From an optimization exercise on the open Yosys and OpenROAD flow, aimed at small area, a short achievable clock period and few clock cycles per item; shortcuts taken in it are not production practice. Function was checked by simulation only, so behaviour that the tests miss may differ from the original.

### design/flow/flow/run.sh
#!/bin/bash
# The standard layout (standard.sh), with one change in synthesis: abc maps
# with flow/abc_nf.script. Registers and everything after synthesis are as
# in the standard flow.
set -euo pipefail
HERE=$(pwd)
cat flow/abc_wrap.tcl synth_recipe.tcl > my_synth.tcl
export MY_ABC_SCRIPT=$HERE/flow/abc_nf.script
sed "s#SYNTH_SCRIPT=[^ ]*#SYNTH_SCRIPT=$HERE/my_synth.tcl#" standard.sh > my_standard.sh
bash my_standard.sh "$@" > make_flow.log 2>&1
### design/flow/flow/abc_nf.script
strash
dc2
dc2
strash
&get -n
&dch -f
&nf -R 1000
&put
buffer -c
topo
stime -c
upsize -c
dnsize -c
### design/flow/flow/abc_wrap.tcl
# Put before synth_recipe.tcl: abc maps with flow/abc_nf.script (area-oriented
# &nf mapping) instead of the ORFS script; everything else is unchanged.
proc abc {args} {
  set i [lsearch -exact $args -script]
  if {$i >= 0} {
    set args [lreplace $args $i [expr {$i + 1}] -script $::env(MY_ABC_SCRIPT)]
  }
  yosys abc {*}$args
}
### design/flow/standard.sh
#!/bin/bash
# synth_recipe.tcl (not shown) runs the flow's synth.tcl, then flattens the netlist and writes it again
# the make line also repeats each setting of config.mk as NAME=value (left out here)
make -C /OpenROAD-flow-scripts/flow DESIGN_CONFIG=/design/flow/config.mk WORK_HOME=/design/flow/orfs CLKGATE_MAP_FILE= SYNTH_SCRIPT=/design/flow/synth_recipe.tcl "${@:-finish}"
### design/flow/config.mk
export PLATFORM = sky130hd
export DESIGN_NAME = oblv_ks
export DESIGN_NICKNAME = oblv_ks
export VERILOG_FILES = /design/flow/design.v
export SDC_FILE = /design/flow/constraint.sdc
export NUM_CORES = 4
export LEC_CHECK = 0
export CAP_MARGIN = 20
export CELL_PAD_IN_SITES_DETAIL_PLACEMENT = 0
export CELL_PAD_IN_SITES_GLOBAL_PLACEMENT = 1
export CORE_MARGIN = 2
export CORE_UTILIZATION = 50
export PLACE_DENSITY = 0.62
export SETUP_SLACK_MARGIN = 3.5
export SLEW_MARGIN = 20
### design/flow/constraint.sdc
create_clock -name core_clock -period 9.0 [get_ports {clk}]
set_input_delay 1.8000 -clock core_clock [delete_from_list [all_inputs] [get_ports {clk}]]
set_output_delay 1.8000 -clock core_clock [all_outputs]
set_load 0.01 [all_outputs]
### design/flow/design.v
module oblv_ks (
  input             clk,
  input             rst_n,
  input             cmd_valid,
  output            cmd_ready,
  input             cmd_op,        
  input      [15:0] cmd_len,
  input      [31:0] cmd_iv,
  input             din_valid,
  output            din_ready,
  input      [7:0]  din,
  output            dout_valid,
  input             dout_ready,
  output     [7:0]  dout,
  output     [31:0] iv_out
);
  localparam [31:0] SEED = 32'hc65053f2;    
  localparam [127:0] RK0  = 128'h000000b4000000060000000800000013;
  localparam [127:0] RK14 = 128'h51e54695cfdd3da03dcbb39a1f2a4614;
  function automatic [7:0] aes_sbox;
    input [7:0] a;
    reg U0, U1, U2, U3, U4, U5, U6, U7;
    reg T1, T2, T3, T4, T5, T6, T7, T8, T9, T10, T11, T12;
    reg T13, T14, T15, T16, T17, T18, T19, T20, T21, T22, T23, T24;
    reg T25, T26, T27, M1, M2, M3, M4, M5, M6, M7, M8, M9;
    reg M10, M11, M12, M13, M14, M15, M16, M17, M18, M19, M20, M21;
    reg M22, M23, M24, M25, M26, M27, M28, M29, M30, M31, M32, M33;
    reg M34, M35, M36, M37, M38, M39, M40, M41, M42, M43, M44, M45;
    reg M46, M47, M48, M49, M50, M51, M52, M53, M54, M55, M56, M57;
    reg M58, M59, M60, M61, M62, M63, L0, L1, L2, L3, L4, L5;
    reg L6, L7, L8, L9, L10, L11, L12, L13, L14, L15, L16, L17;
    reg L18, L19, L20, L21, L22, L23, L24, L25, L26, L27, L28, L29;
    reg S0, S1, S2, S3, S4, S5, S6, S7;
    begin
      {U0, U1, U2, U3, U4, U5, U6, U7} = a;
      T1 = U0 ^ U3;
      T2 = U0 ^ U5;
      T3 = U0 ^ U6;
      T4 = U3 ^ U5;
      T5 = U4 ^ U6;
      T6 = T1 ^ T5;
      T7 = U1 ^ U2;
      T8 = U7 ^ T6;
      T9 = U7 ^ T7;
      T10 = T6 ^ T7;
      T11 = U1 ^ U5;
      T12 = U2 ^ U5;
      T13 = T3 ^ T4;
      T14 = T6 ^ T11;
      T15 = T5 ^ T11;
      T16 = T5 ^ T12;
      T17 = T9 ^ T16;
      T18 = U3 ^ U7;
      T19 = T7 ^ T18;
      T20 = T1 ^ T19;
      T21 = U6 ^ U7;
      T22 = T7 ^ T21;
      T23 = T2 ^ T22;
      T24 = T2 ^ T10;
      T25 = T20 ^ T17;
      T26 = T3 ^ T16;
      T27 = T1 ^ T12;
      M1 = T13 & T6;
      M2 = T23 & T8;
      M3 = T14 ^ M1;
      M4 = T19 & U7;
      M5 = M4 ^ M1;
      M6 = T3 & T16;
      M7 = T22 & T9;
      M8 = T26 ^ M6;
      M9 = T20 & T17;
      M10 = M9 ^ M6;
      M11 = T1 & T15;
      M12 = T4 & T27;
      M13 = M12 ^ M11;
      M14 = T2 & T10;
      M15 = M14 ^ M11;
      M16 = M3 ^ M2;
      M17 = M5 ^ T24;
      M18 = M8 ^ M7;
      M19 = M10 ^ M15;
      M20 = M16 ^ M13;
      M21 = M17 ^ M15;
      M22 = M18 ^ M13;
      M23 = M19 ^ T25;
      M24 = M22 ^ M23;
      M25 = M22 & M20;
      M26 = M21 ^ M25;
      M27 = M20 ^ M21;
      M28 = M23 ^ M25;
      M29 = M28 & M27;
      M30 = M26 & M24;
      M31 = M20 & M23;
      M32 = M27 & M31;
      M33 = M27 ^ M25;
      M34 = M21 & M22;
      M35 = M24 & M34;
      M36 = M24 ^ M25;
      M37 = M21 ^ M29;
      M38 = M32 ^ M33;
      M39 = M23 ^ M30;
      M40 = M35 ^ M36;
      M41 = M38 ^ M40;
      M42 = M37 ^ M39;
      M43 = M37 ^ M38;
      M44 = M39 ^ M40;
      M45 = M42 ^ M41;
      M46 = M44 & T6;
      M47 = M40 & T8;
      M48 = M39 & U7;
      M49 = M43 & T16;
      M50 = M38 & T9;
      M51 = M37 & T17;
      M52 = M42 & T15;
      M53 = M45 & T27;
      M54 = M41 & T10;
      M55 = M44 & T13;
      M56 = M40 & T23;
      M57 = M39 & T19;
      M58 = M43 & T3;
      M59 = M38 & T22;
      M60 = M37 & T20;
      M61 = M42 & T1;
      M62 = M45 & T4;
      M63 = M41 & T2;
      L0 = M61 ^ M62;
      L1 = M50 ^ M56;
      L2 = M46 ^ M48;
      L3 = M47 ^ M55;
      L4 = M54 ^ M58;
      L5 = M49 ^ M61;
      L6 = M62 ^ L5;
      L7 = M46 ^ L3;
      L8 = M51 ^ M59;
      L9 = M52 ^ M53;
      L10 = M53 ^ L4;
      L11 = M60 ^ L2;
      L12 = M48 ^ M51;
      L13 = M50 ^ L0;
      L14 = M52 ^ M61;
      L15 = M55 ^ L1;
      L16 = M56 ^ L0;
      L17 = M57 ^ L1;
      L18 = M58 ^ L8;
      L19 = M63 ^ L4;
      L20 = L0 ^ L1;
      L21 = L1 ^ L7;
      L22 = L3 ^ L12;
      L23 = L18 ^ L2;
      L24 = L15 ^ L9;
      L25 = L6 ^ L10;
      L26 = L7 ^ L9;
      L27 = L8 ^ L10;
      L28 = L11 ^ L14;
      L29 = L11 ^ L17;
      S0 = L6 ^ L24;
      S1 = ~(L16 ^ L26);
      S2 = ~(L19 ^ L28);
      S3 = L6 ^ L21;
      S4 = L20 ^ L22;
      S5 = L25 ^ L29;
      S6 = ~(L13 ^ L27);
      S7 = ~(L6 ^ L23);
      aes_sbox = {S0, S1, S2, S3, S4, S5, S6, S7};
    end
  endfunction
  function automatic [7:0] iv_sbox;
    input [7:0] a;
    begin
      case (a)
        8'h00: iv_sbox = 8'hec;
        8'h01: iv_sbox = 8'h3f;
        8'h02: iv_sbox = 8'h77;
        8'h03: iv_sbox = 8'ha4;
        8'h04: iv_sbox = 8'h45;
        8'h05: iv_sbox = 8'hd0;
        8'h06: iv_sbox = 8'h71;
        8'h07: iv_sbox = 8'hbf;
        8'h08: iv_sbox = 8'hb7;
        8'h09: iv_sbox = 8'h98;
        8'h0a: iv_sbox = 8'h20;
        8'h0b: iv_sbox = 8'hfc;
        8'h0c: iv_sbox = 8'h4b;
        8'h0d: iv_sbox = 8'he9;
        8'h0e: iv_sbox = 8'hb3;
        8'h0f: iv_sbox = 8'he1;
        8'h10: iv_sbox = 8'h5c;
        8'h11: iv_sbox = 8'h22;
        8'h12: iv_sbox = 8'hf7;
        8'h13: iv_sbox = 8'h0c;
        8'h14: iv_sbox = 8'h44;
        8'h15: iv_sbox = 8'h1b;
        8'h16: iv_sbox = 8'h81;
        8'h17: iv_sbox = 8'hbd;
        8'h18: iv_sbox = 8'h63;
        8'h19: iv_sbox = 8'h8d;
        8'h1a: iv_sbox = 8'hd4;
        8'h1b: iv_sbox = 8'hc3;
        8'h1c: iv_sbox = 8'hf2;
        8'h1d: iv_sbox = 8'h10;
        8'h1e: iv_sbox = 8'h19;
        8'h1f: iv_sbox = 8'he0;
        8'h20: iv_sbox = 8'hfb;
        8'h21: iv_sbox = 8'ha1;
        8'h22: iv_sbox = 8'h6e;
        8'h23: iv_sbox = 8'h66;
        8'h24: iv_sbox = 8'hea;
        8'h25: iv_sbox = 8'hae;
        8'h26: iv_sbox = 8'hd6;
        8'h27: iv_sbox = 8'hce;
        8'h28: iv_sbox = 8'h06;
        8'h29: iv_sbox = 8'h18;
        8'h2a: iv_sbox = 8'h4e;
        8'h2b: iv_sbox = 8'heb;
        8'h2c: iv_sbox = 8'h78;
        8'h2d: iv_sbox = 8'h95;
        8'h2e: iv_sbox = 8'hdb;
        8'h2f: iv_sbox = 8'hba;
        8'h30: iv_sbox = 8'hb6;
        8'h31: iv_sbox = 8'h42;
        8'h32: iv_sbox = 8'h7a;
        8'h33: iv_sbox = 8'h2a;
        8'h34: iv_sbox = 8'h83;
        8'h35: iv_sbox = 8'h0b;
        8'h36: iv_sbox = 8'h54;
        8'h37: iv_sbox = 8'h67;
        8'h38: iv_sbox = 8'h6d;
        8'h39: iv_sbox = 8'he8;
        8'h3a: iv_sbox = 8'h65;
        8'h3b: iv_sbox = 8'he7;
        8'h3c: iv_sbox = 8'h2f;
        8'h3d: iv_sbox = 8'h07;
        8'h3e: iv_sbox = 8'hf3;
        8'h3f: iv_sbox = 8'haa;
        8'h40: iv_sbox = 8'h27;
        8'h41: iv_sbox = 8'h7b;
        8'h42: iv_sbox = 8'h85;
        8'h43: iv_sbox = 8'hb0;
        8'h44: iv_sbox = 8'h26;
        8'h45: iv_sbox = 8'hfd;
        8'h46: iv_sbox = 8'h8b;
        8'h47: iv_sbox = 8'ha9;
        8'h48: iv_sbox = 8'hfa;
        8'h49: iv_sbox = 8'hbe;
        8'h4a: iv_sbox = 8'ha8;
        8'h4b: iv_sbox = 8'hd7;
        8'h4c: iv_sbox = 8'hcb;
        8'h4d: iv_sbox = 8'hcc;
        8'h4e: iv_sbox = 8'h92;
        8'h4f: iv_sbox = 8'hda;
        8'h50: iv_sbox = 8'hf9;
        8'h51: iv_sbox = 8'h93;
        8'h52: iv_sbox = 8'h60;
        8'h53: iv_sbox = 8'h2d;
        8'h54: iv_sbox = 8'hdd;
        8'h55: iv_sbox = 8'hd2;
        8'h56: iv_sbox = 8'ha2;
        8'h57: iv_sbox = 8'h9b;
        8'h58: iv_sbox = 8'h39;
        8'h59: iv_sbox = 8'h5f;
        8'h5a: iv_sbox = 8'h82;
        8'h5b: iv_sbox = 8'h21;
        8'h5c: iv_sbox = 8'h4c;
        8'h5d: iv_sbox = 8'h69;
        8'h5e: iv_sbox = 8'hf8;
        8'h5f: iv_sbox = 8'h31;
        8'h60: iv_sbox = 8'h87;
        8'h61: iv_sbox = 8'hee;
        8'h62: iv_sbox = 8'h8e;
        8'h63: iv_sbox = 8'had;
        8'h64: iv_sbox = 8'h8c;
        8'h65: iv_sbox = 8'h6a;
        8'h66: iv_sbox = 8'hbc;
        8'h67: iv_sbox = 8'hb5;
        8'h68: iv_sbox = 8'h6b;
        8'h69: iv_sbox = 8'h59;
        8'h6a: iv_sbox = 8'h13;
        8'h6b: iv_sbox = 8'hf1;
        8'h6c: iv_sbox = 8'h04;
        8'h6d: iv_sbox = 8'h00;
        8'h6e: iv_sbox = 8'hf6;
        8'h6f: iv_sbox = 8'h5a;
        8'h70: iv_sbox = 8'h35;
        8'h71: iv_sbox = 8'h79;
        8'h72: iv_sbox = 8'h48;
        8'h73: iv_sbox = 8'h8f;
        8'h74: iv_sbox = 8'h15;
        8'h75: iv_sbox = 8'hcd;
        8'h76: iv_sbox = 8'h97;
        8'h77: iv_sbox = 8'h57;
        8'h78: iv_sbox = 8'h12;
        8'h79: iv_sbox = 8'h3e;
        8'h7a: iv_sbox = 8'h37;
        8'h7b: iv_sbox = 8'hff;
        8'h7c: iv_sbox = 8'h9d;
        8'h7d: iv_sbox = 8'h4f;
        8'h7e: iv_sbox = 8'h51;
        8'h7f: iv_sbox = 8'hf5;
        8'h80: iv_sbox = 8'ha3;
        8'h81: iv_sbox = 8'h70;
        8'h82: iv_sbox = 8'hbb;
        8'h83: iv_sbox = 8'h14;
        8'h84: iv_sbox = 8'h75;
        8'h85: iv_sbox = 8'hc2;
        8'h86: iv_sbox = 8'hb8;
        8'h87: iv_sbox = 8'h72;
        8'h88: iv_sbox = 8'hc0;
        8'h89: iv_sbox = 8'hed;
        8'h8a: iv_sbox = 8'h7d;
        8'h8b: iv_sbox = 8'h68;
        8'h8c: iv_sbox = 8'hc9;
        8'h8d: iv_sbox = 8'h2e;
        8'h8e: iv_sbox = 8'h0d;
        8'h8f: iv_sbox = 8'h62;
        8'h90: iv_sbox = 8'h46;
        8'h91: iv_sbox = 8'h17;
        8'h92: iv_sbox = 8'h11;
        8'h93: iv_sbox = 8'h4d;
        8'h94: iv_sbox = 8'h6c;
        8'h95: iv_sbox = 8'hc4;
        8'h96: iv_sbox = 8'h7e;
        8'h97: iv_sbox = 8'h53;
        8'h98: iv_sbox = 8'hc1;
        8'h99: iv_sbox = 8'h25;
        8'h9a: iv_sbox = 8'hc7;
        8'h9b: iv_sbox = 8'h9a;
        8'h9c: iv_sbox = 8'h1c;
        8'h9d: iv_sbox = 8'h88;
        8'h9e: iv_sbox = 8'h58;
        8'h9f: iv_sbox = 8'h2c;
        8'ha0: iv_sbox = 8'h89;
        8'ha1: iv_sbox = 8'hdc;
        8'ha2: iv_sbox = 8'h02;
        8'ha3: iv_sbox = 8'h64;
        8'ha4: iv_sbox = 8'h40;
        8'ha5: iv_sbox = 8'h01;
        8'ha6: iv_sbox = 8'h5d;
        8'ha7: iv_sbox = 8'h38;
        8'ha8: iv_sbox = 8'ha5;
        8'ha9: iv_sbox = 8'he2;
        8'haa: iv_sbox = 8'haf;
        8'hab: iv_sbox = 8'h55;
        8'hac: iv_sbox = 8'hd5;
        8'had: iv_sbox = 8'hef;
        8'hae: iv_sbox = 8'h1a;
        8'haf: iv_sbox = 8'h7c;
        8'hb0: iv_sbox = 8'ha7;
        8'hb1: iv_sbox = 8'h5b;
        8'hb2: iv_sbox = 8'ha6;
        8'hb3: iv_sbox = 8'h6f;
        8'hb4: iv_sbox = 8'h86;
        8'hb5: iv_sbox = 8'h9f;
        8'hb6: iv_sbox = 8'h73;
        8'hb7: iv_sbox = 8'he6;
        8'hb8: iv_sbox = 8'h0a;
        8'hb9: iv_sbox = 8'hde;
        8'hba: iv_sbox = 8'h2b;
        8'hbb: iv_sbox = 8'h99;
        8'hbc: iv_sbox = 8'h4a;
        8'hbd: iv_sbox = 8'h47;
        8'hbe: iv_sbox = 8'h9c;
        8'hbf: iv_sbox = 8'hdf;
        8'hc0: iv_sbox = 8'h09;
        8'hc1: iv_sbox = 8'h76;
        8'hc2: iv_sbox = 8'h9e;
        8'hc3: iv_sbox = 8'h30;
        8'hc4: iv_sbox = 8'h0e;
        8'hc5: iv_sbox = 8'he4;
        8'hc6: iv_sbox = 8'hb2;
        8'hc7: iv_sbox = 8'h94;
        8'hc8: iv_sbox = 8'ha0;
        8'hc9: iv_sbox = 8'h3b;
        8'hca: iv_sbox = 8'h34;
        8'hcb: iv_sbox = 8'h1d;
        8'hcc: iv_sbox = 8'h28;
        8'hcd: iv_sbox = 8'h0f;
        8'hce: iv_sbox = 8'h36;
        8'hcf: iv_sbox = 8'he3;
        8'hd0: iv_sbox = 8'h23;
        8'hd1: iv_sbox = 8'hb4;
        8'hd2: iv_sbox = 8'h03;
        8'hd3: iv_sbox = 8'hd8;
        8'hd4: iv_sbox = 8'h90;
        8'hd5: iv_sbox = 8'hc8;
        8'hd6: iv_sbox = 8'h3c;
        8'hd7: iv_sbox = 8'hfe;
        8'hd8: iv_sbox = 8'h5e;
        8'hd9: iv_sbox = 8'h32;
        8'hda: iv_sbox = 8'h24;
        8'hdb: iv_sbox = 8'h50;
        8'hdc: iv_sbox = 8'h1f;
        8'hdd: iv_sbox = 8'h3a;
        8'hde: iv_sbox = 8'h43;
        8'hdf: iv_sbox = 8'h8a;
        8'he0: iv_sbox = 8'h96;
        8'he1: iv_sbox = 8'h41;
        8'he2: iv_sbox = 8'h74;
        8'he3: iv_sbox = 8'hac;
        8'he4: iv_sbox = 8'h52;
        8'he5: iv_sbox = 8'h33;
        8'he6: iv_sbox = 8'hf0;
        8'he7: iv_sbox = 8'hd9;
        8'he8: iv_sbox = 8'h29;
        8'he9: iv_sbox = 8'h80;
        8'hea: iv_sbox = 8'hb1;
        8'heb: iv_sbox = 8'h16;
        8'hec: iv_sbox = 8'hd3;
        8'hed: iv_sbox = 8'hab;
        8'hee: iv_sbox = 8'h91;
        8'hef: iv_sbox = 8'hb9;
        8'hf0: iv_sbox = 8'h84;
        8'hf1: iv_sbox = 8'h7f;
        8'hf2: iv_sbox = 8'h61;
        8'hf3: iv_sbox = 8'h1e;
        8'hf4: iv_sbox = 8'hcf;
        8'hf5: iv_sbox = 8'hc5;
        8'hf6: iv_sbox = 8'hd1;
        8'hf7: iv_sbox = 8'h56;
        8'hf8: iv_sbox = 8'h3d;
        8'hf9: iv_sbox = 8'hca;
        8'hfa: iv_sbox = 8'hf4;
        8'hfb: iv_sbox = 8'h05;
        8'hfc: iv_sbox = 8'hc6;
        8'hfd: iv_sbox = 8'he5;
        8'hfe: iv_sbox = 8'h08;
        8'hff: iv_sbox = 8'h49;
        default: iv_sbox = 8'h00;
      endcase
    end
  endfunction
  function automatic [127:0] round_key;
    input [3:0] r;
    begin
      round_key = ({128{r == 4'd1}}  & 128'h00000052000000330000000f0000001b)
                | ({128{r == 4'd2}}  & 128'h006363cb0063637f0063637900636371)
                | ({128{r == 4'd3}}  & 128'h63fbfb6a63fbfb3863fbfb0b63fbfb04)
                | ({128{r == 4'd4}}  & 128'h02fb0fb102986c7a02fb0f0502986c7c)
                | ({128{r == 4'd5}}  & 128'h770f769514f48dff770f76c714f48dcc)
                | ({128{r == 4'd6}}  & 128'h2af5768e280e793f2a961545286d1a40)
                | ({128{r == 4'd7}}  & 128'he5e6387892e94eed861dc312f112b5d5)
                | ({128{r == 4'd8}}  & 128'hbcd98ebb962cf835be22810a94b4944f)
                | ({128{r == 4'd9}}  & 128'h653519b880d321c0123a6f2d9427ac3f)
                | ({128{r == 4'd10}} & 128'h6c2ef50fd0f77bb446db8381f8f9028b)
                | ({128{r == 4'd11}} & 128'h33ca1d1c56ff04a4d62c2564c4164a49)
                | ({128{r == 4'd12}} & 128'h9e387b35f2168e3a22e1f58e643a760f)
                | ({128{r == 4'd13}} & 128'h7c0857034fc24a1f193d4ebbcf116bdf);
    end
  endfunction
  function automatic [7:0] xtime;
    input [7:0] a;
    begin
      xtime = {a[6:0], 1'b0} ^ (a[7] ? 8'h1b : 8'h00);
    end
  endfunction
  function automatic [127:0] sub_shift;
    input [127:0] s;
    integer i;
    begin
      for (i = 0; i < 16; i = i + 1)
        sub_shift[8*i +: 8] = aes_sbox(s[8*((i % 4) + 4 * (((i / 4) + (i % 4)) % 4)) +: 8]);
    end
  endfunction
  function automatic [127:0] mix_columns;
    input [127:0] s;
    reg   [7:0]   a0, a1, a2, a3, t;
    integer       c;
    begin
      for (c = 0; c < 4; c = c + 1) begin
        a0 = s[32*c +: 8]; a1 = s[32*c+8 +: 8]; a2 = s[32*c+16 +: 8]; a3 = s[32*c+24 +: 8];
        t = a0 ^ a1 ^ a2 ^ a3;
        mix_columns[32*c +:  8] = a0 ^ t ^ xtime(a0 ^ a1);
        mix_columns[32*c+8 +: 8] = a1 ^ t ^ xtime(a1 ^ a2);
        mix_columns[32*c+16 +: 8] = a2 ^ t ^ xtime(a2 ^ a3);
        mix_columns[32*c+24 +: 8] = a3 ^ t ^ xtime(a3 ^ a0);
      end
    end
  endfunction
  reg [31:0]  iv;            
  reg [31:0]  civ;           
  reg         ev;
  reg [1:0]   ev_step;
  reg [1:0]   ev_ph;
  reg [7:0]   ev_in;         
  reg [7:0]   ev_r;          
  reg [7:0]   ev_n2;         
  reg [127:0] st;            
  reg [3:0]   rnd;           
  reg         e_act;         
  reg         e_tile;        
  reg         pend;          
  reg [15:0]  e_rem;         
  reg [3:0]   e_end;         
  reg [6:0]   e_blk;         
  reg         e_first;       
  reg [127:0] ks;
  reg         ks_v;
  reg [3:0]   bidx;
  reg [3:0]   ks_end;
  reg [7:0]   dout_r;
  reg         dout_v;
  assign cmd_ready  = !ev && !pend && (!e_act || e_rem == 16'd0);
  assign din_ready  = ks_v && (!dout_v || dout_ready);
  assign dout_valid = dout_v;
  assign dout       = dout_r;
  assign iv_out     = iv;
  wire cmd_fire = cmd_valid && cmd_ready;
  wire din_fire = din_valid && din_ready;
  wire [127:0] t_ss    = sub_shift(st);
  wire         last_r  = (rnd == 4'd14);
  wire         load_r  = (rnd == 4'd0) || last_r;
  wire [127:0] u_rnd   = mix_columns(t_ss) ^ round_key(rnd);
  wire [127:0] blk_in  = e_tile ? {civ, civ, civ, civ} : ks;
  wire ks_free   = !ks_v || (din_fire && bidx == ks_end);
  wire fin       = e_act && last_r && ks_free;
  wire ks_far    = ks_v && bidx == 4'd0 && ks_end == 4'd15;
  wire chunk_end = e_first ? (e_blk == 7'd90) : (e_blk == 7'd91);
  wire        n_tile  = pend || chunk_end;
  wire [6:0]  n_blk   = n_tile ? 7'd0 : e_blk + 7'd1;
  wire        n_first = pend || (!chunk_end && e_first);
  wire        n_short = !n_first && n_blk == 7'd91;    
  wire [4:0]  n_lc    = n_short ? 5'd4 : 5'd16;
  wire        n_lastb = e_rem <= {11'd0, n_lc};
  wire        c_start = pend && (!e_act || fin);
  wire        go      = (c_start || fin) && e_rem != 16'd0;
  always @(posedge clk) begin
    st <= load_r ? blk_in ^ RK0 : u_rnd;
    if (fin)
      ks <= t_ss ^ RK14;
  end
  always @(posedge clk) begin
    if (!rst_n) begin
      e_act <= 1'b0;
      pend  <= 1'b0;
      ks_v  <= 1'b0;
    end else begin
      if (cmd_fire && cmd_op) begin
        pend  <= 1'b1;
        e_rem <= cmd_len;
      end
      if (rnd == 4'd0) begin
        if (e_act && !ks_far)
          rnd <= 4'd1;
      end else if (last_r) begin
        rnd <= fin ? 4'd0 : 4'd1;
      end else begin
        rnd <= rnd + 4'd1;
      end
      if (c_start)
        pend <= 1'b0;
      if (fin) begin
        ks_end <= e_end;
        bidx   <= 4'd0;
        ks_v   <= 1'b1;
        e_act  <= 1'b0;
      end else if (din_fire) begin
        bidx <= bidx + 4'd1;
        if (bidx == ks_end)
          ks_v <= 1'b0;
      end
      if (go) begin
        e_act   <= 1'b1;
        e_tile  <= n_tile;
        rnd     <= 4'd0;
        e_blk   <= n_blk;
        e_first <= n_first;
        if (n_lastb) begin
          e_end <= e_rem[3:0] - 4'd1;
          e_rem <= 16'd0;
        end else begin
          e_end <= n_lc[3:0] - 4'd1;
          e_rem <= e_rem - {11'd0, n_lc};
        end
      end
    end
  end
  wire [7:0] ev_x  = civ[8*ev_step +: 8];
  wire [7:0] ev_T  = iv_sbox(ev_in);
  wire [7:0] n0 = iv[7:0];
  wire [7:0] n1 = iv[15:8] - (iv[23:16] ^ ev_r);
  wire [7:0] n3 = (iv[31:24] - n0) + ev_r;
  wire [31:0] ev_w = {n3, ev_n2, n1, n0};
  wire [31:0] ev_rot = {ev_w[28:0], ev_w[31:29]};
  always @(posedge clk) begin
    if (!rst_n) begin
      iv <= 32'h0;
      ev <= 1'b0;
    end else if (cmd_fire && !cmd_op) begin
      iv <= cmd_iv;
    end else if (c_start) begin
      civ     <= iv;
      iv      <= SEED;
      ev_in   <= SEED[15:8];
      ev      <= 1'b1;
      ev_step <= 2'd0;
      ev_ph   <= 2'd0;
    end else if (ev) begin
      ev_ph <= ev_ph + 2'd1;
      ev_r  <= ev_T;
      case (ev_ph)
        2'd0: ev_in <= iv[31:24];
        2'd1: begin
          iv[7:0] <= iv[7:0] + (ev_r - ev_x);
          ev_in   <= ev_x;
        end
        2'd2: ev_n2 <= (ev_r + ev_x) ^ iv[23:16];
        default: begin
          iv      <= ev_rot;
          ev_in   <= ev_rot[15:8];
          ev_step <= ev_step + 2'd1;
          if (ev_step == 2'd3)
            ev <= 1'b0;
        end
      endcase
    end
  end
  wire [7:0] ks_byte = ks[8*bidx +: 8];
  always @(posedge clk) begin
    if (!rst_n) begin
      dout_v <= 1'b0;
    end else if (din_fire) begin
      dout_r <= din ^ ks_byte;
      dout_v <= 1'b1;
    end else if (dout_ready) begin
      dout_v <= 1'b0;
    end
  end
endmodule
==> flow_metrics.tcl, run 1 <==
set metrics [dict create \
    finalInstanceArea_um2 51100 \
    utilization_pct 61.3 \
    vias 37400 \
    worstHoldStart "e_end[1]" \
    grt_pass1_wl_um 235000 \
    drc 0 \
    rsz0062_at_grt "yes" \
    area_delta_synth_final_pct 21.9 \
    hold_ws_ns 0.429 \
    yosysTopAreaCell "xnor2_1" \
    syn_nets 5089 \
    start_util_pct 50.3 \
    core_um2 83400 \
    yosysUniqueCellTypes 91 \
    insertion_delay_ns 0.61 \
    ys_top_cells_by_area "xnor2_1 23%, edfxtp_1 17%, xor2_1 9.1%" \
    grt_max_degree 83 \
    worst-setup-path-type "reg -> reg" \
    grt_pass1_vias 35600 \
    ant_nets 0 \
    rows 106 \
    h-tree-depth 2 \
    slew_headroom_pct 13.1 \
    cts.sinks 402 \
    synth_xor_area_share_pct 39.2 \
    endpoint_kind "register" \
    placement.cell_area_um2 44300 \
    crit_arrival_ns 5.82 \
    antenna_found_initial 13 \
    finalSetupViolations 0 \
    syn_area_um2 41900 \
    grt_use_total_pct 36.7 \
    crit_path_start "st[126]" \
    viasPerCell 5.96 \
    clockBufferDepth 3 \
    synth_compound_area_share_pct 13.4 \
    nNetsFinal 5332 \
    die_area_um2 86200 \
    period_share_pct 60.1 \
    synth_seq_cells 402 \
    synthSimpleGateAreaFrac_pct 14.4 \
    first_pass_iters 9 \
    yosysTopAreaCellShare_pct 23.3 \
    yosys_most_used_dff "edfxtp_1" \
    dp.cells 6021 \
    layout-drive-gt1-share_pct 17.7 \
    maxSlewViolCount 0 \
    grt_overflow 0 \
    fmax_mhz 185 \
    hold_viol 0 \
    async_reset_ff_share_pct 0 \
    pin_count 105 \
    status "timing/DRC/antenna clean" \
    hpwl_um 126000 \
    max_slew.worst_pin.slew_ns 1.30 \
    cts-root-buf "clkbuf_16" \
    wl_per_cell_um 26.2 \
    gp_congestion 1.07 \
    setup_tns_ns 0 \
    period_needed_ns 5.41 \
    numCtsBuffers 48 \
    seq_area_frac_synth_pct 24.8 \
    drt-initial-drc-count 4373 \
    critPathRequiredTime_ns 9.41 \
    pre_cts_slack_ns 2.81 \
    hold_buffers 0 \
    r2r_start "st[126]" \
    wl_um 165000 \
    die_x_um 294 \
    portBuffers 104 \
    clk_pin_slew_ns 0.06 \
    hp-class "reg -> reg" \
    yosys.area_share.adder_pct 3.66 \
    synth-edff-count 237 \
    syn_area_per_cell_um2 8.54 \
    tritoncts "yes" \
    start_kind "register" \
    maxCapViolations 0 \
    worstPathMaxFanout 7 \
    synth_mux_area_share_pct 1.47 \
    setup_ws_ns 3.59 \
    yosysWarnings 1 \
    finalClockSkew_ns 0.0338 \
    syn-instance-count 4914 \
    instances_no_fill 6277 \
    die_y_um 294 \
    synth_top_family_by_area "XOR/XNOR gates" \
]
## critical path, stage by stage (launching register included)
cell and delay [ns]:
dfxtp_1 0.46, xor2_1 0.34, xor2_1 0.31, nor2_2 0.13, xnor2_2 0.19, xnor2_1 0.33
xor2_2 0.33, nand2b_1 0.08, and2_1 0.17, mux2_2 0.30, nor4_1 0.22, a31oi_1 0.10
buf_4 0.17, nor2_4 0.14, xnor2_4 0.21, xor2_4 0.25, xnor2_1 0.19, xnor2_2 0.14
buf_4 0.22, xnor2_2 0.14, xnor2_1 0.32, a21oi_1 0.13, o21ai_2 0.16, o21ai_1 0.18
## cells in the mapped netlist (15+ instances only)
library cell  number
fa_1              16
o22ai_1           55
o221ai_1          33
a211oi_1          15
nand2_1          558
xor2_2            28
xnor2_4           17
mux2i_1           39
nand2b_1          53
ha_1              97
inv_1            172
o21ai_1           20
edfxtp_1         237
a21boi_0          24
xnor2_1         1117
a22oi_1           60
nand4_1           20
nand3_1           75
xor2_1           435
and2_1            36
a21oi_1          322
nor3_1            69
clkbuf_1         122
dfxtp_1          165
xnor2_2          111
o21ai_0          231
a21o_1            28
nor2_1           408
nor2b_1           34
and3_1            37
a31oi_1           32
## layer usage
metal / share of wire, % / track usage (%) / vias up
met1: 40 / 48.4 / 18000
met3: 8.9 / 6.13 / 467
met4: 6.5 / 18.8 / 10
met2: 45 / 57.8 / 1943
met5: 0.043 / 0 / -
li1: - / - / 17000
## worst paths after layout
check                   end  slack, ns  depth (start not counted)
setup / recovery     st[27]       3.59                         23
hold reg to reg   ks_end[1]       0.43                          0
hold / removal    ks_end[1]       0.43                          0
setup reg to reg     st[27]       3.59                         23
## cells in the final DEF, fill, tap and decap left out, types with 29 or more instances in the layout
cell type        Yosys  routed
o21ai_0            231     220
xor2_1             435     351
and3_1              37      36
xnor2_1           1117     912
inv_1              172     171
ha_1                97      97
and2_1              36      36
nor2b_1             34      33
nand2b_1            53      53
buf_4                2     226
xor2_2              28      79
clkbuf_16            0      53
xnor2_2            111     244
a22oi_1             60      45
xnor2_4             17      89
nor2_1             408     401
nand3_1             75      75
a31oi_1             32      29
nor3_1              69      69
dfxtp_1            165     125
clkdlybuf4s50_1      0     104
nand2_1            558     553
o22ai_1             55      52
a21oi_1            322     313
edfxtp_1           237     237
mux2i_1             39      39
dfxtp_2              0      34
xor2_4               3      36
o221ai_1            33      32
## registers in the layout (all words and copies together) (netlist names), 2 cells and up
name     cells
ev_n2        8
ev_ph        2
e_blk        7
ks_end       4
e_rem       16
st         128
ev_r         8
ks         128
iv          32
bidx         4
rnd          4
e_end        4
ev_step      2
civ         32
ev_in        8
dout_r       8
## area by class of cell
type	count	area, µm²
Multi-Input combinational cell	4177	33800
Fill cell	7237	32300
Sequential cell	402	10500
Timing Repair Buffer	349	3120
Clock buffer	60	1380
Tap cell	1080	1350
Inverter	179	672
Clock inverter	29	288
Antenna cell	1	2.50
## cells by family after synthesis
kind of cell | after synthesis
xor+xnor | 1712
simple gates | 1368
compound gates | 934
flops | 402
buf+inv | 335
fa+ha+maj | 113
mux | 50
## timing repair
| item | in CTS | in global routing |
|---|---|---|
| resized for setup | 173 | 325 |
| pin swaps | 32 | 104 |
| hold endpoints to repair | 0 | 0 |
| setup endpoints to repair | 114 | 127 |
| setup buffers | 37 | 128 |
Testbench counts, summed over its fixed seeds: cycles 152,580, bytes 150,596.
==> run 2, diff against run 1 <==
==> design/flow/flow/abc_nf.script (replaced) <==
strash
dc2
dc2
strash
&get -n
&dch -x
&nf -R 1000
&put
buffer -c
topo
stime -c
upsize -c
dnsize -c
==> run 2 against run 1 <==
- maximum frequency is 0.36% lower
- clock skew grew 0.0045 ns
- via count shrank 0.94%
- non-clock buffer count shrank 50
- sequential share of layout area rose by 0.24 points
- utilization decreased by 0.74 points
- largest cell class unchanged
==> flow_metrics.tcl, run 2 <==
set metrics [dict create \
    status "timing/DRC/antenna clean" \
    yosysTopAreaCellShare_pct 22.8 \
    setup_tns_ns 0 \
    period_needed_ns 5.43 \
    antenna_found_initial 6 \
    grt_overflow 0 \
    syn-instance-count 4976 \
    yosysWarnings 1 \
    clockBufferDepth 3 \
    async_reset_ff_share_pct 0 \
    worstPathMaxFanout 5 \
    worst-setup-path-type "reg -> reg" \
    yosysUniqueCellTypes 88 \
    portBuffers 104 \
    grt_use_total_pct 36.4 \
    top_regs "ks x128, st x128" \
    finalInstanceArea_um2 50500 \
    layout-drive-gt1-share_pct 16.4 \
    yosysTopAreaCell "xnor2_1" \
    insertion_delay_ns 0.63 \
    synth_seq_cells 402 \
    hold_buffers 0 \
    synth_most_common_cell "xnor2_1" \
    placement.cell_area_um2 44300 \
    tritoncts "yes" \
    clk_pin_slew_ns 0.06 \
    viasPerCell 5.90 \
    dp.cells 6055 \
    maxCapViolations 0 \
    slew_headroom_pct 11.1 \
    hold_viol 0 \
    endpoint_kind "register" \
    layout_commonest_cell "xnor2_1" \
    maxSlewViolCount 0 \
    finalSetupViolations 0 \
    seq_area_frac_synth_pct 24.8 \
    grt_max_degree 71 \
    critPathRequiredTime_ns 9.47 \
    max_slew.worst_pin.slew_ns 1.32 \
    syn_area_um2 42100 \
    fmax_mhz 184 \
    wl_um 162000 \
    numCtsBuffers 48 \
    first_pass_iters 6 \
    utilization_pct 60.5 \
    die_area_um2 86500 \
    crit_arrival_ns 5.90 \
    nNetsFinal 5337 \
    ant_nets 0 \
    rsz0062_at_grt "yes" \
    drt-initial-drc-count 4278 \
    syn_nets 5151 \
    hp-class "reg -> reg" \
    finalClockSkew_ns 0.0384 \
    ys_top_cells_by_count "1093 x xnor2_1, 543 x nand2_1, 471 x nor2_1, 456 x xor2_1, 314 x a21oi_1" \
    instances_no_fill 6283 \
    grt_pass1_wl_um 235000 \
    period_share_pct 60.3 \
    pin_count 105 \
    die_y_um 294 \
    syn_area_per_cell_um2 8.46 \
    yosys_most_used_dff "edfxtp_1" \
    start_util_pct 50.4 \
    die_x_um 294 \
    area_delta_synth_final_pct 20.0 \
    start_kind "register" \
    gp_congestion 1.08 \
    hpwl_um 125000 \
    grt_pass1_vias 35600 \
    wl_per_cell_um 25.8 \
    core_um2 83400 \
    final_cell_mix "892 x xnor2_1, 542 x nand2_1, 464 x nor2_1" \
    drc 0 \
    vias 37100 \
    synth-edff-count 237 \
    rows 106 \
    cts-root-buf "clkbuf_16" \
    cts.sinks 402 \
    h-tree-depth 2 \
    ys_top_cells_by_area "xnor2_1 23%, edfxtp_1 17%, xor2_1 9.5%" \
]
-- run 2: changes by cell type after synthesis, moves of 10 or more --
cell      before   now
o22ai_1       55    45
nand2b_1      53    69
nand2_1      558   543
xor2_1       435   456
xnor2_1     1117  1093
nor2b_1       34    45
nor2_1       408   471
o21ai_0      231   252
a21o_1        28    14
xnor2_2      111   125
inv_1        172   197
-- run 2: kinds of logic after synthesis --
group                    Yosys count  share of synthesized area (%)
AO/OA/AOI/OAI                    915                           13.0
XOR/XNOR                        1714                           39.1
adder cells (fa/ha/maj)          113                           3.65
buffers and inverters            363                           3.29
flip-flops                       402                           24.8
multiplexers                      43                           1.30
AND/OR/NAND/NOR                 1426                           14.9
-- run 2: critical path, stage by stage (launching register included) --
cell and delay [ns]:
dfxtp_2 0.39, xor2_4 0.21, buf_12 0.15, xnor2_4 0.25, xnor2_2 0.12, ha_1 0.34
xnor2_2 0.16, xnor2_2 0.15, xnor2_2 0.24, nand2b_1 0.20, a21o_1 0.18, nand2_2 0.08
o22a_1 0.27, xor2_1 0.20, nor2_2 0.23, xnor2_4 0.16, buf_12 0.15, xor2_4 0.23
buf_4 0.18, xnor2_4 0.12, buf_12 0.17, xor2_4 0.24, xor2_1 0.28, xnor2_1 0.17
xnor2_1 0.14, nand2_1 0.08, o21ai_2 0.19
-- run 2: path summary, 6_finish.rpt --
path / start / end / slack (ns) / depth (start not counted)
max: st[49] / st[115] / 3.57 / 26
min: e_end[2] / ks_end[2] / 0.42 / 0
max reg2reg: st[49] / st[115] / 3.57 / 26
min reg2reg: e_end[2] / ks_end[2] / 0.42 / 0
-- run 2: per-stage QoR --
stage,hold slack [ns],setup WS [ns]
after detailed placement,0.408,2.68
final,0.421,3.57
after global placement,0.403,2.64
after floorplan,0.400,3.86
after CTS,0.422,3.42
after global routing,0.435,3.33
-- run 2: metal layers --
metal / GRT usage, % / up-vias / part of all wire (%) / routed length, µm
met1: 47.3 / 17700 / 40 / 64700
met2: 57.0 / 1928 / 44 / 71300
met3: 7.17 / 491 / 9.2 / 15000
met4: 19.5 / 12 / 6.9 / 11200
met5: 0 / - / 0.055 / 90
li1: - / 17000 / - / -
-- run 2: final cells by class --
class / count / area, µm²
timing repair buffer: 299 / 2680
clock buffer: 68 / 1450
fill: 7361 / 32900
inverter: 200 / 751
clock inverter: 22 / 284
multi-input combinational: 4211 / 33500
sequential: 402 / 10500
tap: 1080 / 1350
antenna: 1 / 2.50
-- run 2: what timing repair did --
action / CTS / global route
endpoints found under the hold margin: 0 / 0
endpoints found under the setup margin: 111 / 126
resized for setup: 145 / 319
cloned: 0 / 0
pin swaps: 24 / 88
setup buffers: 25 / 112
==> run 3, diff against run 2 <==
--- a/design/flow/config.mk
+++ b/design/flow/config.mk
@@ -11,5 +11,6 @@
 export CORE_MARGIN = 2
 export CORE_UTILIZATION = 50
+export GPL_ROUTABILITY_DRIVEN = 0
 export PLACE_DENSITY = 0.62
-export SETUP_SLACK_MARGIN = 3.5
+export SETUP_SLACK_MARGIN = 3.2
 export SLEW_MARGIN = 20
==> run 3 against run 2 <==
- area after synthesis did not move
- count of clock-buffer cells in the layout fell by 8
- maximum frequency fell by 3.0%
- die area did not move
- synthesized cell count did not move
- routed wire length fell by 2.6%
- cell count fell by 1.3%
- setup slack got worse by 0.17 ns
- utilization fell by 2.4 points
- register-to-register slack got worse by 0.17 ns
- flip-flop and latch count did not move
- highest routed layer unchanged
==> flow_metrics.tcl, run 3 <==
set metrics [dict create \
    pre_cts_slack_ns 2.75 \
    multi_input_area_um2 32300 \
    hold_ws_ns 0.419 \
    clockBufferDepth 3 \
    worstPathMaxFanout 6 \
    start_kind "register" \
    period_needed_ns 5.60 \
    tritoncts "yes" \
    grt_pass1_wl_um 230000 \
    nFillCells 7578 \
    final_cell_mix "954 x xnor2_1, 543 x nand2_1, 470 x nor2_1" \
    portBuffers 104 \
    syn_nets 5151 \
    crit_path_start "st[26]" \
    worst-setup-path-type "reg -> reg" \
    endpoint_kind "register" \
    ant_nets 0 \
    maxSlewViolCount 0 \
    insertion_delay_ns 0.61 \
    die_area_um2 86500 \
    hold_path_end "ks_end[2]" \
    yosysUniqueCellTypes 88 \
    reg2reg_slack_ns 3.40 \
    dp.cells 6050 \
    viasPerCell 5.91 \
    hold_viol 0 \
    clk_pin_slew_ns 0.06 \
    max_slew.worst_pin.slew_ns 1.28 \
    area_delta_synth_final_pct 15.2 \
    yosysTopAreaCell "xnor2_1" \
    r2r-end "st[63]" \
    synth_seq_cells 402 \
    setup_ws_ns 3.40 \
    core_um2 83400 \
    r2r_start "st[26]" \
    finalClockSkew_ns 0.0311 \
    synth-edff-count 237 \
    cts-root-buf "clkbuf_16" \
    syn_area_um2 42100 \
    hpwl_um 122000 \
    whs_path_depth 0 \
    syn_area_per_cell_um2 8.46 \
    layout_commonest_cell "xnor2_1" \
    instances_no_fill 6202 \
    grt_pass1_vias 35000 \
    antenna_found_initial 9 \
    first_pass_iters 10 \
    hold_buffers 0 \
    seq_area_frac_synth_pct 24.8 \
    pin_count 105 \
    finalSetupViolations 0 \
    slew_headroom_pct 14.6 \
    yosys_most_used_dff "edfxtp_1" \
    status "timing/DRC/antenna clean" \
    h-tree-depth 2 \
    cts.sinks 402 \
    critPathRequiredTime_ns 9.45 \
    drt-initial-drc-count 4238 \
    grt_max_degree 77 \
    hp-class "reg -> reg" \
    worstRegToRegCells 22 \
    die_x_um 294 \
    numCtsBuffers 47 \
    wl_per_cell_um 25.5 \
    worstHoldStart "e_end[2]" \
    crit_arrival_ns 6.05 \
    register_area_um2 10400 \
    setup_tns_ns 0 \
    wl_um 158000 \
    start_util_pct 50.4 \
    grt_overflow 0 \
    yosysWarnings 1 \
    drc 0 \
    maxCapViolations 0 \
    nNetsFinal 5253 \
    syn-instance-count 4976 \
    ys_top_cells_by_area "xnor2_1 23%, edfxtp_1 17%, xor2_1 9.5%" \
    synth_most_common_cell "xnor2_1" \
    period_share_pct 62.2 \
    top_regs "ks x128, st x128" \
    yosysTopAreaCellShare_pct 22.8 \
    vias 36700 \
    rsz0062_at_grt "yes" \
    layout-drive-gt1-share_pct 12.1 \
    die_y_um 294 \
    ys_top_cells_by_count "1093 x xnor2_1, 543 x nand2_1, 471 x nor2_1, 456 x xor2_1, 314 x a21oi_1" \
    grt_use_total_pct 35.6 \
    fmax_mhz 179 \
    rows 106 \
    async_reset_ff_share_pct 0 \
]
-- run 3: changes by cell type in the layout (fill, tap and decap cells not counted), moves of 8 or more --
cell	delta
xnor2_1	+62
xnor2_2	-34
buf_4	-75
a21oi_1	+8
xor2_4	-9
xnor2_4	-28
xor2_1	+33
xor2_2	-24
dfxtp_1	+28
a21oi_2	-8
dfxtp_2	-23
-- run 3: what timing repair did --
action | CTS | global route
resized for setup | 57 | 210
pin swaps | 5 | 39
endpoints found under the setup margin | 61 | 119
buffers inserted | 5 | 54
-- run 3: cells by family after synthesis --
group           after synthesis  synth area share [%]
compound gates              915                  13.0
xor+xnor                   1714                  39.1
simple gates               1426                  14.9
mux                          43                  1.30
buf+inv                     363                  3.29
fa+ha+maj                   113                  3.65
flops                       402                  24.8
-- run 3: layer usage --
metal  GRT usage [%]  vias up  routed length (µm)
li1                -    16800                   -
met1            45.9    17300               62800
met2            55.6     2002               69200
met3            8.29      540               15900
met4            18.2       10               10100
met5               0        -                  74
-- run 3: critical path: stages, from the launching register on --
cell and delay (ns):
dfxtp_1 0.57, xnor2_1 0.22, xnor2_2 0.31, xor2_1 0.23
ha_1 0.27, xor2_1 0.17, xnor2_1 0.25, xnor2_2 0.19
nor2_1 0.11, nor2_1 0.16, nand2_1 0.10, nand2_1 0.09
nor2_1 0.04, a31oi_1 0.22, nor2_1 0.12, xor2_2 0.35
xnor2_1 0.16, xnor2_1 0.83, xnor2_1 0.20, xnor2_1 0.24
a21oi_1 0.09, o21ai_0 0.11, a21boi_1 0.39
-- run 3: stage by stage --
stage                     utilization, %  cell area, µm²
after floorplan                        -           42100
after global placement              53.0           44300
after detailed placement            53.1           44300
after CTS                           55.6           46400
after global routing                58.1           48500
final                               58.1           48500
-- run 3: final cells by class --
| type | count | area share, % |
|---|---|---|
| Antenna cell | 6 | 0.0310 |
| Clock buffer | 60 | 2.85 |
| Clock inverter | 27 | 0.689 |
| Inverter | 200 | 1.55 |
| Multi-Input combinational cell | 4211 | 66.6 |
| Sequential cell | 402 | 21.5 |
| Tap cell | 1080 | 2.79 |
| Timing Repair Buffer | 216 | 4.01 |
-- run 3: worst max-delay path by stage --
| stage | end | slack (ns) | depth (start not counted) |
|---|---|---|---|
| 2_1_floorplan | e_rem[0] | 3.44 | 11 |
| 3_3_place_gp | st[76] | 2.75 | 21 |
| 3_5_place_dp | st[113] | 2.75 | 23 |
| 4_1_cts | st[76] | 3.10 | 21 |
| 5_1_grt | st[59] | 3.13 | 22 |
| 6_report | st[63] | 3.40 | 22 |
==> run 4, diff against run 3 <==
--- a/design/flow/config.mk
+++ b/design/flow/config.mk
@@ -10,7 +10,6 @@
 export CELL_PAD_IN_SITES_GLOBAL_PLACEMENT = 1
 export CORE_MARGIN = 2
-export CORE_UTILIZATION = 50
-export GPL_ROUTABILITY_DRIVEN = 0
-export PLACE_DENSITY = 0.62
-export SETUP_SLACK_MARGIN = 3.2
+export CORE_UTILIZATION = 55
+export PLACE_DENSITY = 0.66
+export SETUP_SLACK_MARGIN = 3.5
 export SLEW_MARGIN = 20
==> run 4 against run 3 <==
- critical path depth rose by 1
- register-to-register slack gained 0.21 ns
- first-iteration DRC count about the same
- count of clock-buffer cells in the layout is 7 higher
- synthesized cell count is the same
- final area is 3.4% higher
==> flow_metrics.tcl, run 4 <==
set metrics [dict create \
    start_kind "register" \
    seq_area_frac_synth_pct 24.8 \
    wl_um 156000 \
    grt_pass1_wl_um 225000 \
    register_area_um2 10500 \
    drt-initial-drc-count 4240 \
    grt_max_degree 82 \
    grt-busiest-layer "met2" \
    viasPerCell 6.05 \
    period_needed_ns 5.38 \
    ys_top_cells_by_count "1093 x xnor2_1, 543 x nand2_1, 471 x nor2_1, 456 x xor2_1, 314 x a21oi_1" \
    synth_seq_cells 402 \
    period_share_pct 59.8 \
    placement.cell_area_um2 44200 \
    wl_per_cell_um 25.4 \
    top_regs "ks x128, st x128" \
    syn_area_um2 42100 \
    yosysTopAreaCell "xnor2_1" \
    layout_commonest_cell "xnor2_1" \
    grt_pass1_vias 35400 \
    die_y_um 281 \
    start_util_pct 55.5 \
    hpwl_um 118000 \
    yosysTopAreaCellShare_pct 22.8 \
    yosysWarnings 1 \
    nFillCells 6199 \
    worstPathMaxFanout 4 \
    area_delta_synth_final_pct 19.2 \
    syn_area_per_cell_um2 8.46 \
    multi_input_area_um2 33700 \
    endpoint_kind "register" \
    synth-edff-count 237 \
    max_slew.worst_pin.slew_ns 1.31 \
    maxSlewViolCount 0 \
    maxCapViolations 0 \
    insertion_delay_ns 0.59 \
    crit_arrival_ns 5.83 \
    fmax_mhz 186 \
    tritoncts "yes" \
    hp-class "reg -> reg" \
    rows 101 \
    numCtsBuffers 47 \
    finalInstanceArea_um2 50100 \
    portBuffers 104 \
    layout-drive-gt1-share_pct 15.8 \
    critPathRequiredTime_ns 9.45 \
    synth_most_common_cell "xnor2_1" \
    cts-root-buf "clkbuf_16" \
    antenna_found_initial 5 \
    ys_top_cells_by_area "xnor2_1 23%, edfxtp_1 17%, xor2_1 9.5%" \
    vias 37300 \
    gp_congestion 1.08 \
    pin_count 105 \
    utilization_pct 66.1 \
    core_um2 75800 \
    die_x_um 281 \
    drc 0 \
    met3_usage_pct 8.17 \
    grt_util_met1_pct 48.9 \
    syn-instance-count 4976 \
    ant_nets 0 \
    worst-setup-path-type "reg -> reg" \
    final_cell_mix "902 x xnor2_1, 542 x nand2_1, 463 x nor2_1" \
    yosys_most_used_dff "edfxtp_1" \
    dp.cells 5954 \
    clockBufferDepth 3 \
    die_area_um2 78700 \
    status "timing/DRC/antenna clean" \
    finalClockSkew_ns 0.0259 \
    slew_headroom_pct 12.5 \
    grt_use_total_pct 38.1 \
    rsz0062_at_grt "yes" \
    hold_buffers 0 \
    syn_nets 5151 \
    first_pass_iters 8 \
    cts.sinks 402 \
    yosysUniqueCellTypes 88 \
    hold_viol 0 \
    instances_no_fill 6164 \
    h-tree-depth 2 \
    async_reset_ff_share_pct 0 \
    grt_overflow 0 \
    setup_tns_ns 0 \
    nNetsFinal 5321 \
    clk_pin_slew_ns 0.06 \
    finalSetupViolations 0 \
    grt_util_met2_pct 59.3 \
]
run 4: cell counts after synthesis:
Identical to the previous run, type by type.
run 4: through the flow:
| stage | hold slack, ns | setup slack [ns] |
|---|---|---|
| 6_report | 0.418 | 3.62 |
| 5_1_grt | 0.434 | 3.36 |
| 4_1_cts | 0.417 | 3.43 |
| 3_5_place_dp | 0.405 | 2.60 |
| 3_3_place_gp | 0.403 | 2.60 |
| 2_1_floorplan | 0.400 | 3.86 |
run 4: kinds of logic after synthesis:
group | Yosys count | synth area share (%)
compound gates | 915 | 13.0
xor+xnor | 1714 | 39.1
flops | 402 | 24.8
fa+ha+maj | 113 | 3.65
buf+inv | 363 | 3.29
simple gates | 1426 | 14.9
mux | 43 | 1.30
run 4: area by class of cell:
class                           instances  share of cell area, %
Multi-Input combinational cell       4211                   67.1
Timing Repair Buffer                  284                   5.07
Inverter                              200                   1.50
Clock inverter                         18                  0.207
Antenna cell                            4                 0.0200
Tap cell                              978                   2.44
Sequential cell                       402                   20.9
Clock buffer                           67                   2.75
run 4: routing by layer:
layer,routed length [µm],vias to the layer above
met4,11200,2
met1,60600,17700
li1,-,16900
met3,15400,521
met2,69100,2107
met5,118,-
run 4: worst paths after layout:
path | start | end | slack, ns | cells after the start
min | e_end[0] | ks_end[0] | 0.42 | 0
min reg2reg | e_end[0] | ks_end[0] | 0.42 | 0
max | st[51] | st[116] | 3.62 | 23
max reg2reg | st[51] | st[116] | 3.62 | 23
run 4: what timing repair did:
| action | 4_1_cts | 5_1_grt |
|---|---|---|
| setup buffers | 13 | 108 |
| endpoints found under the hold margin | 0 | 0 |
| gates resized for setup | 138 | 328 |
| setup endpoints to repair | 108 | 124 |
| pin swaps | 19 | 87 |
run 4: worst max-delay path: stages, from the launching register on:
cell and delay [ns]:
dfxtp_1 0.46, xor2_4 0.18, buf_4 0.18, xor2_1 0.34, nor2_4 0.12, xnor2_2 0.19, xnor2_1 0.31, xor2_1 0.32
nand2_1 0.18, xnor2_2 0.36, xnor2_2 0.20, xor2_2 0.25, nor2_4 0.07, xnor2_4 0.17, buf_12 0.15, xor2_4 0.18
buf_12 0.15, xnor2_4 0.17, buf_12 0.15, xor2_4 0.25, xnor2_1 0.19, a21oi_1 0.10, o21ai_0 0.14, a21boi_2 0.43

what the ideal ports hide:
The results above use ideal ports. As a check the final layouts listed here were re-extracted and re-timed, cells and wires unchanged.
Step 1 assumes that a clkbuf_16 drives the clock port and a buf_2 every other input.
Step 2 adds t to the input delays and takes it off the output delays; t is the mean of the earliest and latest rising clock arrival at the registers after step 1. Input paths then give back, and output paths get back, about the clock's delay inside the block.
a / b / c = ideal ports / drivers / drivers and shift; a / b = the first two.
run	shift t [ns]	setup WS [ns]	clock arrival spread, ns
run 1	0.660	3.593 / 3.593 / 3.251	0.035 / 0.036
run 2	0.682	3.574 / 3.574 / 3.331	0.039 / 0.038
run 3	0.663	3.404 / 3.404 / 3.112	0.031 / 0.031
run 4	0.651	3.616 / 3.616 / 3.089	0.026 / 0.026
After both steps every run listed still meets setup and hold. The setup slack of run 4, which loses most, moves by 0.000 ns with the drivers and by -0.527 ns with both steps.
